This is an optimization exercise on Yosys and OpenROAD, whose aim is a short achievable clock period and few clock cycles, not a production implementation.
Function not checked in this run: the RTL went through the layout flow alone.
Power and IR drop assume default switching activity.

### flow/flow/run.sh
#!/bin/bash
# Standard layout (the standard.sh, unchanged synthesis) with a tighter
# setup repair target; make's full output goes to make.log here.
set -euo pipefail
MARGIN=$(cat flow/margin.txt)
bash standard.sh SETUP_SLACK_MARGIN=$MARGIN finish > make.log 2>&1
### flow/flow/margin.txt
7
### flow/standard.sh
#!/bin/bash
# synth_recipe.tcl (not shown) runs the flow's synth.tcl, then flattens the netlist and writes it again
# the make line also repeats each setting of config.mk as NAME=value (left out here)
make -C /OpenROAD-flow-scripts/flow DESIGN_CONFIG=/design/flow/config.mk WORK_HOME=/design/flow/orfs CLKGATE_MAP_FILE= SYNTH_SCRIPT=/design/flow/synth_recipe.tcl "${@:-finish}"
### flow/config.mk
export PLATFORM = sky130hd
export DESIGN_NAME = frame_rx
export DESIGN_NICKNAME = frame_rx
export VERILOG_FILES = /design/flow/design.v
export SDC_FILE = /design/flow/constraint.sdc
export NUM_CORES = 4
export LEC_CHECK = 0
export ABC_CLOCK_PERIOD_IN_PS = 2500
export CAP_MARGIN = 30
export CORE_MARGIN = 2
export CORE_UTILIZATION = 40
export PLACE_DENSITY = 0.6
export SLEW_MARGIN = 30
### flow/constraint.sdc
create_clock -name core_clock -period 10.0 [get_ports {clk}]
set_input_delay 2.0000 -clock core_clock [delete_from_list [all_inputs] [get_ports {clk}]]
set_output_delay 2.0000 -clock core_clock [all_outputs]
set_load 0.01 [all_outputs]
### flow/design.v
module frame_rx (
    input  wire        clk,
    input  wire        rst,
    input  wire        cmd_valid,
    output wire        cmd_ready,
    input  wire [15:0] cmd_word,
    input  wire [7:0]  rx_avail,
    input  wire        rx_err,
    input  wire        rx_valid,
    input  wire [7:0]  rx_data,
    output wire        rx_ready,
    output reg         rsp_valid,
    output reg  [1:0]  rsp_status,
    output reg  [31:0] rsp_data,
    output reg         ev_valid,
    output reg         ev_hdr,
    output reg  [7:0]  ev_port,
    output reg  [7:0]  ev_data
);
    localparam [7:0] HM0 = 8'hA5, HM1 = 8'h5A;
    localparam [7:0] TM0 = 8'hC3, TM1 = 8'h3C;
    localparam [7:0] MAX_PAYLOAD = 8'd56;
    localparam       W = 8;             
    localparam [1:0] ST_OK = 2'd0, ST_IO_ERROR = 2'd1, ST_ILLEGAL = 2'd2;
    localparam [1:0] R_SYNC = 2'd0, R_HDR = 2'd1, R_BODY = 2'd2;
    function [15:0] crc_byte(input [15:0] c, input [7:0] d);
        integer k;
        reg [15:0] x;
        begin
            x = c ^ {8'h00, d};
            for (k = 0; k < 8; k = k + 1)
                x = x[0] ? ((x >> 1) ^ 16'hA001) : (x >> 1);
            crc_byte = x;
        end
    endfunction
    function [63:0] rotl(input [63:0] v, input integer n);
        rotl = (v << n) | (v >> (64 - n));
    endfunction
    function [7:0] ring_rd(input [511:0] m, input [63:0] oh);
        integer i;
        reg [7:0] r;
        begin
            r = 8'd0;
            for (i = 0; i < 64; i = i + 1)
                r = r | (m[i*8 +: 8] & {8{oh[i]}});
            ring_rd = r;
        end
    endfunction
    localparam [15:0] CRC_MAGIC = 16'hDBFA;   
    reg        cmd_ready_r;
    reg        acc_q;           
    reg [15:0] cq;
    reg        errq;
    reg        proc_act;        
    reg        rx_ready_r;
    reg [7:0]  rem_a;
    reg [6:0]  rem_f;
    reg        la1, lf1;
    reg        rx_vq;
    reg [7:0]  rx_q;
    reg        rxq_a5, rxq_5a, rxq_c3, rxq_3c;
    assign cmd_ready = cmd_ready_r;
    assign rx_ready  = rx_ready_r;
    reg [511:0] mem;            
    reg [63:0] mv;              
    reg        last_a5;         
    reg [5:0]  wr;              
    reg [63:0] hoh;             
    reg [6:0]  count;           
    reg [1:0]  rst_st;
    reg [63:0] coh;             
    reg [6:0]  o;               
    reg [7:0]  h_size;
    reg        h_big;
    reg [7:0]  h_port;
    reg [15:0] h_crc;
    reg [6:0]  f_len;
    reg [6:0]  flm1, flm2;      
    reg [15:0] crc;
    reg        tm0_ok;
    reg        crc_ok;
    reg        port_ok;
    reg [W-1:0] wq;             
    reg        wq_ok;
    reg        lp;              
    reg [7:0]  pf;              
    reg        pf_ok, pf_3c, pf_c3;
    reg [15:0] port_grp;        
    reg        rst_q;           
    reg        wen_q;           
    reg [31:0] ctr_rcv_msgs, ctr_rcv_bytes, ctr_dropped, ctr_crc_err;
    reg [31:0] ctr_size_err, ctr_trailer_err, ctr_no_receiver;
    reg [6:0]  i_drop, i_bytes;
    reg        i_msgs, i_crc, i_size, i_trl, i_norx;
    reg [255:0] port_reg;
    reg        q_v0, q_v1;
    reg [63:0] q_oh0, q_oh1;        
    reg [5:0]  q_left0, q_left1;    
    reg        q_hd0, q_hd1;        
    reg [7:0]  q_port0, q_port1;
    reg [5:0]  q_size0, q_size1;
    wire [6:0]  count_eff = count + {6'd0, rx_vq};
    wire        live      = (o == count);           
    wire        cur_avail = live ? rx_vq : pf_ok;
    wire [7:0]  cb        = live ? rx_q : pf;
    wire        cb_3c     = live ? rxq_3c : pf_3c;
    wire        cb_c3     = live ? rxq_c3 : pf_c3;
    wire [7:0]  nA        = live ? rx_q : ring_rd(mem, coh);
    wire [7:0]  nB        = (o + 7'd1 == count) ? rx_q : ring_rd(mem, rotl(coh, 1));
    reg  [W-1:0] wm, win;
    integer j, i;
    wire        w_bub  = (count >= 7'd3) && !wq_ok;    
    wire [63:0] w_at   = w_bub ? hoh : rotl(hoh, W);
    always @(*) begin
        for (j = 0; j < W; j = j + 1) begin
            win[j] = |(w_at & rotl(mv, 64 - j));
            if (j + 3 <= count)
                wm[j] = wq[j];
            else if (j + 2 == count)
                wm[j] = lp;
            else if (j + 1 == count)
                wm[j] = rx_vq && last_a5 && rxq_5a;
            else
                wm[j] = 1'b0;
        end
    end
    reg [W-1:0] wfs;
    reg [3:0]   jf;
    always @(*) begin
        wfs = {W{1'b0}};
        jf = 4'd0;
        for (j = W - 1; j >= 0; j = j - 1)
            if (wm[j]) begin
                wfs = {W{1'b0}};
                wfs[j] = 1'b1;
                jf = j;
            end
    end
    wire        wfound = |wm;
    wire        ce2    = (count >= 7'd2) || (count == 7'd1 && rx_vq);
    wire        adv_w  = (count >= W + 1) || (count == W && rx_vq);
    wire [3:0]  adv    = adv_w ? W : (rx_vq ? count[3:0] : count[3:0] - 4'd1);
    reg  [6:0]  cnt_k [0:W];
    always @(*) begin
        for (j = 0; j <= W; j = j + 1)
            cnt_k[j] = rx_vq ? (count - j + 1) : (count - j);
    end
    wire [6:0]  cnt_f = rx_vq ? (count - flm1) : (count - f_len);
    wire [15:0] crc_in_data = crc_byte(crc, cb);
    wire [15:0] crc_in_zero = crc_byte(crc, 8'h00);
    wire [15:0] crc_size    = crc_byte(CRC_MAGIC, cb);
    wire [15:0] crc_trl     = crc_byte(crc_byte(crc, TM0), TM1);
    wire [7:0]  d_byte = ring_rd(mem, q_oh0);
    wire        d_pop  = q_v0 && ((q_hd0 && q_size0 == 6'd0) || (!q_hd0 && q_left0 == 6'd1));
    wire [7:0]  carg = cq[15:8];
    wire        c_process  = (cq == 16'h0001);
    wire        c_register = (cq[7:0] == 8'h02);
    wire        c_read     = (cq[7:0] == 8'h03) && (carg < 8'd7);
    wire        c_clear    = (cq == 16'h0004);
    reg [31:0] ctr_sel;
    always @(*) begin
        case (carg[2:0])
            3'd0: ctr_sel = ctr_rcv_msgs;
            3'd1: ctr_sel = ctr_rcv_bytes;
            3'd2: ctr_sel = ctr_dropped;
            3'd3: ctr_sel = ctr_crc_err;
            3'd4: ctr_sel = ctr_size_err;
            3'd5: ctr_sel = ctr_trailer_err;
            default: ctr_sel = ctr_no_receiver;
        endcase
    end
    reg [63:0] hoh_n, coh_n;
    reg [6:0]  count_n;
    reg [6:0]  o_n;
    reg [1:0]  st_n;
    reg [6:0]  d_drop;
    reg        d_size, d_trl, d_crc, d_ok;
    reg        push;
    reg        wait_n;        
    reg        hdr2, hdr3, hdr4, hdr5, body_adv, tm0_here;
    reg        c_adv, c_jump;
    reg        w_next;        
    always @(*) begin
        hoh_n = hoh;
        coh_n = coh;
        count_n = cnt_k[0];
        o_n = o;
        st_n = rst_st;
        d_drop = 7'd0;
        d_size = 1'b0;
        d_trl = 1'b0;
        d_crc = 1'b0;
        d_ok = 1'b0;
        push = 1'b0;
        wait_n = 1'b0;
        hdr2 = 1'b0; hdr3 = 1'b0; hdr4 = 1'b0; hdr5 = 1'b0;
        body_adv = 1'b0; tm0_here = 1'b0;
        c_adv = 1'b0; c_jump = 1'b0;
        w_next = 1'b0;
        case (rst_st)
            R_SYNC: begin
                if (!ce2) begin
                    wait_n = 1'b1;
                end else if (w_bub) begin
                end else if (wfound) begin
                    hoh_n = 64'd0;
                    coh_n = 64'd0;
                    for (j = 0; j < W; j = j + 1)
                        if (wfs[j]) begin
                            hoh_n = rotl(hoh, j);
                            coh_n = rotl(hoh, j + 2);
                        end
                    count_n = cnt_k[0];
                    for (j = 1; j < W; j = j + 1)
                        if (wfs[j]) count_n = cnt_k[j];
                    d_drop = {3'd0, jf};
                    o_n = 7'd2;
                    st_n = R_HDR;
                    c_jump = 1'b1;
                    wait_n = (count == 7'd2 && !rx_vq) || (count == 7'd1 && rx_vq);
                end else begin
                    hoh_n = 64'd0;
                    for (j = 1; j <= W; j = j + 1)
                        if (adv == j) hoh_n = rotl(hoh, j);
                    count_n = adv_w ? cnt_k[W] : 7'd1;
                    d_drop = {3'd0, adv};
                    wait_n = !adv_w;
                    w_next = adv_w;
                end
            end
            R_HDR: begin
                if (!cur_avail) begin
                    wait_n = live;
                end else begin
                    coh_n = rotl(coh, 1);
                    o_n = o + 7'd1;
                    c_adv = 1'b1;
                    wait_n = live;
                    case (o[1:0])
                        2'd2: hdr2 = 1'b1;
                        2'd3: hdr3 = 1'b1;
                        2'd0: hdr4 = 1'b1;
                        default: begin
                            hdr5 = 1'b1;
                            if (h_big) begin
                                d_size = 1'b1;
                                d_drop = 7'd2;
                                hoh_n = rotl(hoh, 2);
                                count_n = cnt_k[2];
                                st_n = R_SYNC;
                                wait_n = 1'b0;
                            end else begin
                                st_n = R_BODY;
                            end
                        end
                    endcase
                end
            end
            default: begin
                if (!cur_avail) begin
                    wait_n = live;
                end else if (o == flm1) begin
                    if (!(tm0_ok && cb_3c)) begin
                        d_trl = 1'b1;
                        d_drop = 7'd2;
                        hoh_n = rotl(hoh, 2);
                        count_n = cnt_k[2];
                        st_n = R_SYNC;
                    end else if (!crc_ok) begin
                        d_crc = 1'b1;
                        d_drop = 7'd2;
                        hoh_n = rotl(hoh, 2);
                        count_n = cnt_k[2];
                        st_n = R_SYNC;
                    end else if (port_ok && q_v1 && !d_pop) begin
                    end else begin
                        d_ok = 1'b1;
                        push = port_ok;
                        hoh_n = rotl(coh, 1);
                        count_n = cnt_f;
                        st_n = R_SYNC;
                        wait_n = live;
                    end
                end else begin
                    body_adv = 1'b1;
                    tm0_here = (o == flm2);
                    c_adv = 1'b1;
                    coh_n = rotl(coh, 1);
                    o_n = o + 7'd1;
                    wait_n = live;
                end
            end
        endcase
    end
    wire push_hdr_now = push && !q_v0;                     
    wire push_entry   = push && !(push_hdr_now && h_size[5:0] == 6'd0);
    wire disp_idle_n  = !push_entry && (!q_v0 || (d_pop && !q_v1));
    wire rsp_proc     = proc_act && !rx_ready_r && wait_n && disp_idle_n;
    wire live_simple  = (rst_st == R_SYNC) ? ((count == 7'd0) || (count == 7'd1) || (count == 7'd2 && !rx_vq)) :
                        (rst_st == R_HDR)  ? (live && ((o == 7'd2) || (o == 7'd3) || (o == 7'd4 && !rx_vq))) :
                                             (live && (rx_vq ? (o < flm2) : (o < flm1)));
    wire early_ok     = proc_act && rx_ready_r && (la1 || lf1) && live_simple &&
                        (!q_v0 || (d_pop && !q_v1));
    wire rsp_early    = rx_valid && early_ok;
    always @(posedge clk) begin
        for (i = 0; i < 64; i = i + 1)
            if (wen_q && wr == i)
                mem[i*8 +: 8] <= rx_q;
        if (wen_q)
            mv[wr - 6'd1] <= last_a5 && rxq_5a;
    end
    always @(posedge clk) begin
        rx_q <= rx_data;
        rxq_a5 <= (rx_data == HM0);
        rxq_5a <= (rx_data == HM1);
        rxq_c3 <= (rx_data == TM0);
        rxq_3c <= (rx_data == TM1);
        if (rx_vq)
            last_a5 <= rxq_a5;
        if (cmd_ready_r) begin
            cq <= cmd_word;
            errq <= rx_err;
            rem_a <= rx_avail;
            rem_f <= 7'd64 - count;
            la1 <= (rx_avail == 8'd1);
            lf1 <= (count == 7'd63);
        end else if (rx_valid && rx_ready_r) begin
            rem_a <= rem_a - 8'd1;
            rem_f <= rem_f - 7'd1;
            la1 <= (rem_a == 8'd2);
            lf1 <= (rem_f == 7'd2);
        end
        wq <= win;
        if (rx_vq)
            lp <= last_a5 && rxq_5a;
        pf <= c_adv ? nB : nA;
        pf_3c <= (c_adv ? nB : nA) == TM1;
        pf_c3 <= (c_adv ? nB : nA) == TM0;
        for (i = 0; i < 16; i = i + 1)
            port_grp[i] <= port_reg[{i[3:0], h_port[3:0]}];
        port_ok <= port_grp[h_port[7:4]];
        if (hdr2) begin
            h_size <= cb;
            h_big <= (cb > MAX_PAYLOAD);
            f_len <= cb[6:0] + 7'd8;
            flm1 <= cb[6:0] + 7'd7;
            flm2 <= cb[6:0] + 7'd6;
            crc <= crc_size;
        end
        if (hdr3) begin
            h_port <= cb;
            crc <= crc_in_data;
        end
        if (hdr4) begin
            h_crc[7:0] <= cb;
            crc <= crc_in_zero;
        end
        if (hdr5) begin
            h_crc[15:8] <= cb;
            crc <= crc_in_zero;
        end
        if (body_adv)
            crc <= crc_in_data;
        if (tm0_here) begin
            tm0_ok <= cb_c3;
            crc_ok <= (crc_trl == h_crc);
        end
        if (q_v0) begin
            if (q_hd0) begin
                ev_hdr <= 1'b1;
                ev_port <= q_port0;
                ev_data <= {2'b00, q_size0};
            end else begin
                ev_hdr <= 1'b0;
                ev_data <= d_byte;
            end
        end else if (push) begin
            ev_hdr <= 1'b1;
            ev_port <= h_port;
            ev_data <= h_size;
        end
        if (q_v0) begin
            if (q_hd0)
                q_hd0 <= 1'b0;
            else begin
                q_oh0 <= rotl(q_oh0, 1);
                q_left0 <= q_left0 - 6'd1;
            end
        end
        if (d_pop) begin
            if (q_v1) begin
                q_oh0 <= q_oh1; q_left0 <= q_left1; q_hd0 <= q_hd1;
                q_port0 <= q_port1; q_size0 <= q_size1;
                if (push) begin
                    q_oh1 <= rotl(hoh, 6); q_left1 <= h_size[5:0];
                    q_hd1 <= 1'b1; q_port1 <= h_port; q_size1 <= h_size[5:0];
                end
            end else if (push) begin
                q_oh0 <= rotl(hoh, 6); q_left0 <= h_size[5:0];
                q_hd0 <= 1'b1; q_port0 <= h_port; q_size0 <= h_size[5:0];
            end
        end else if (push) begin
            if (!q_v0) begin
                q_oh0 <= rotl(hoh, 6); q_left0 <= h_size[5:0];
                q_hd0 <= 1'b0; q_port0 <= h_port; q_size0 <= h_size[5:0];
            end else begin
                q_oh1 <= rotl(hoh, 6); q_left1 <= h_size[5:0];
                q_hd1 <= 1'b1; q_port1 <= h_port; q_size1 <= h_size[5:0];
            end
        end
        if (acc_q && !(c_process && !errq)) begin
            rsp_status <= c_process ? ST_IO_ERROR :
                          (c_register || c_read || c_clear) ? ST_OK : ST_ILLEGAL;
            rsp_data <= c_read ? ctr_sel : 32'd0;
        end
        if (rsp_proc || rsp_early) begin
            rsp_status <= ST_OK;
            rsp_data <= 32'd0;
        end
    end
    always @(posedge clk) begin
        rst_q <= rst;
        if (rst) begin
            cmd_ready_r <= 1'b1;
            acc_q <= 1'b0;
            proc_act <= 1'b0;
            rx_ready_r <= 1'b0;
            rx_vq <= 1'b0;
            wen_q <= 1'b0;
            wr <= 6'd0;
            hoh <= 64'd1;
            count <= 7'd0;
            rst_st <= R_SYNC;
            coh <= 64'd1;
            o <= 7'd0;
            pf_ok <= 1'b0;
            wq_ok <= 1'b0;
            q_v0 <= 1'b0;
            q_v1 <= 1'b0;
            rsp_valid <= 1'b0;
            ev_valid <= 1'b0;
        end else begin
            rsp_valid <= 1'b0;
            ev_valid <= 1'b0;
            acc_q <= cmd_valid && cmd_ready_r;
            if (cmd_valid && cmd_ready_r) begin
                cmd_ready_r <= 1'b0;
                if (cmd_word == 16'h0001 && !rx_err) begin
                    proc_act <= 1'b1;
                    rx_ready_r <= (rx_avail != 8'd0) && (count != 7'd64);
                end
            end
            rx_vq <= rx_valid && rx_ready_r;
            wen_q <= rx_ready_r;
            if (rx_valid && rx_ready_r && (la1 || lf1))
                rx_ready_r <= 1'b0;
            if (rx_vq)
                wr <= wr + 6'd1;
            hoh <= hoh_n;
            coh <= coh_n;
            count <= count_n;
            o <= o_n;
            rst_st <= st_n;
            pf_ok <= !c_jump;
            wq_ok <= (rst_st == R_SYNC) && (w_bub || w_next);
            if (q_v0 || push)
                ev_valid <= 1'b1;
            if (d_pop)
                q_v0 <= q_v1 || push;
            else if (push && (q_v0 || h_size[5:0] != 6'd0))
                q_v0 <= 1'b1;
            if (d_pop)
                q_v1 <= q_v1 && push;
            else if (push && q_v0)
                q_v1 <= 1'b1;
            if (acc_q && !(c_process && !errq)) begin
                rsp_valid <= 1'b1;
                cmd_ready_r <= 1'b1;
            end
            if (rsp_proc || rsp_early) begin
                proc_act <= 1'b0;
                rsp_valid <= 1'b1;
                cmd_ready_r <= 1'b1;
            end
        end
    end
    always @(posedge clk) begin
        if (rst_q) begin
            i_drop <= 7'd0; i_bytes <= 7'd0;
            i_msgs <= 1'b0; i_crc <= 1'b0; i_size <= 1'b0; i_trl <= 1'b0; i_norx <= 1'b0;
            ctr_rcv_msgs <= 32'd0;
            ctr_rcv_bytes <= 32'd0;
            ctr_dropped <= 32'd0;
            ctr_crc_err <= 32'd0;
            ctr_size_err <= 32'd0;
            ctr_trailer_err <= 32'd0;
            ctr_no_receiver <= 32'd0;
            port_reg <= 256'd0;
        end else begin
            i_drop <= d_drop;
            i_bytes <= d_ok ? f_len : 7'd0;
            i_msgs <= d_ok;
            i_norx <= d_ok && !port_ok;
            i_crc <= d_crc;
            i_size <= d_size;
            i_trl <= d_trl;
            if (acc_q && c_clear) begin
                ctr_rcv_msgs <= 32'd0;
                ctr_rcv_bytes <= 32'd0;
                ctr_dropped <= 32'd0;
                ctr_crc_err <= 32'd0;
                ctr_size_err <= 32'd0;
                ctr_trailer_err <= 32'd0;
                ctr_no_receiver <= 32'd0;
            end else begin
                ctr_dropped <= ctr_dropped + {25'd0, i_drop};
                ctr_rcv_bytes <= ctr_rcv_bytes + {25'd0, i_bytes};
                ctr_rcv_msgs <= ctr_rcv_msgs + {31'd0, i_msgs};
                ctr_no_receiver <= ctr_no_receiver + {31'd0, i_norx};
                ctr_crc_err <= ctr_crc_err + {31'd0, i_crc};
                ctr_size_err <= ctr_size_err + {31'd0, i_size};
                ctr_trailer_err <= ctr_trailer_err + {31'd0, i_trl};
            end
            if (acc_q && c_register)
                port_reg[carg] <= 1'b1;
        end
    end
endmodule
==> run notes <==
per-layer routing:
metal  global-route usage  GRT overflow
met1                0.599             0
met4                0.435             0
met5                0.147             1
met3                0.334             0
met2                0.667             0
through the flow:
step	total power [mW]	worst slack [ns]	cells	instance area, um2
floorplan	16.8	6.17	9196	90000
global placement	23.2	4.73	11592	93300
detailed placement	23.1	4.71	11598	93500
CTS	36.7	6.19	12561	112000
kinds of logic after synthesis:
group	count (synthesis)
AO/OA/AOI/OAI	3077
AND/OR/NAND/NOR	2693
flip-flops	1600
buffers and inverters	1050
XOR/XNOR	381
multiplexers	299
adder cells (fa/ha/maj)	96
how the worst max path moves through the flow:
stage / startpoint / to / depth (start not counted)
global placement: count[0] / hoh[18] / 12
detailed placement: count[0] / hoh[1] / 12
CTS: count[1] / hoh[26] / 16
floorplan: q_left0[0] / q_oh1[0] / 10
cell usage after synthesis (14+ instances only):
cell       instances  area, um2
a21oi_1          587       2940
o21a_1            37        278
mux2i_1          141       1410
a2111oi_0         14        123
o211ai_1          70        526
a22oi_1          411       3090
dfxtp_1          811      16200
nor2b_1           34        213
buf_1            108        405
nand2_1          723       2710
nor3b_1           19        143
a31oi_1           46        288
clkbuf_1         761       2860
nand2b_1          31        194
edfxtp_1         789      23700
o21ai_1           29        145
nand4_1          185       1160
a222oi_1          88        881
nand3_1          262       1310
inv_1            113        424
o21ai_0          346       1730
a221o_1           17        170
a22o_1           445       3900
mux4_2            85       1910
o221ai_1          85        744
and2_1            42        263
buf_2             50        250
a21o_1            21        158
a32oi_1           15        131
nor3_1           148        741
and4_1            23        201
o22ai_1           71        444
xor2_1           185       1620
xnor2_1          192       1680
and3_1            78        488
or4_1             29        218
a311oi_1          27        236
mux2_2            73        822
nor2_1           947       3550
nor4_1            68        425
a221oi_1         456       3990
or3_1             41        257
ha_1              93       1160
a211oi_1         148       1110
what timing repair did:
| action | 4_1_cts |
|---|---|
| endpoints found under the setup margin | 1078 |
| pin swaps | 327 |
| setup buffers | 511 |
| resized for setup | 1451 |
| cloned | 122 |
power by group through the flow:
stage | Combinational (mW) | Sequential [mW] | Clock (mW)
after global placement | 15.1 | 8.08 | 0
after detailed placement | 15.0 | 8.08 | 0
after floorplan | 9.15 | 7.68 | 0
after CTS | 21.8 | 7.91 | 7.02
==> impl_metrics.csv <==
group,metric,value,unit
synthesis,synth-simple-area-share,0.142,
clocking,cts_hold_repair.buffers,0,
clocking,cts.htree.levels,4,
synthesis,yosysUniqueCellTypes,118,
die,initial_core_util,0.403,
clocking,number_of_clock_buffers_inserted_by_tritoncts,180,
synthesis,syn-num-nets,9329,
synthesis,ys_warn_count,2,
synthesis,synth.ff_latch_count,1600,
synthesis,syn-cell-area,87700,um2
run_status,outcome,"did not finish",
synthesis,post_synthesis_compound_gate_area_fraction,0.256,
die,core.rowCount,171,
synthesis,synth-adder-area-share,0.0139,
synthesis,synth_flop_cell,"dfxtp_1",
synthesis,synth-seq-area-share,0.455,
clocking,clock-root-buffer,"clkbuf_16",
run_status,stage_reached,"global routing",
run_status,error_line,"[ERROR GRT-0232] Routing congestion too high. Check the congestion heatmap in the GUI.",
synthesis,synth-xor-area-share,0.0387,
place,globalplace.congestion,1.04,
global_route,grtUsageTotal,0.527,
die,count_of_boundary_i_o_pins,92,
clocking,cts.sink_count,1600,
die,dieWidth,472,um
synthesis,synth_enable_flop_cells,789,
place,hpwl,334000,um
synthesis,ys_async_sr_fraction,0,
synthesis,syn_area_per_cell,9.54,um2
synthesis,synth_top_family_by_area,"compound AO/OA/AOI/OAI gates",
die,die_height,472,um
synthesis,synthCells,9196,
global_route,gr-total-overflow,1,
place,placement.io_buffers,91,
clocking,cts-root-to-sink-buffers,3,
global_route,grt_start_max_net_pins,103,
synthesis,synth.area.mux_share,0.0473,
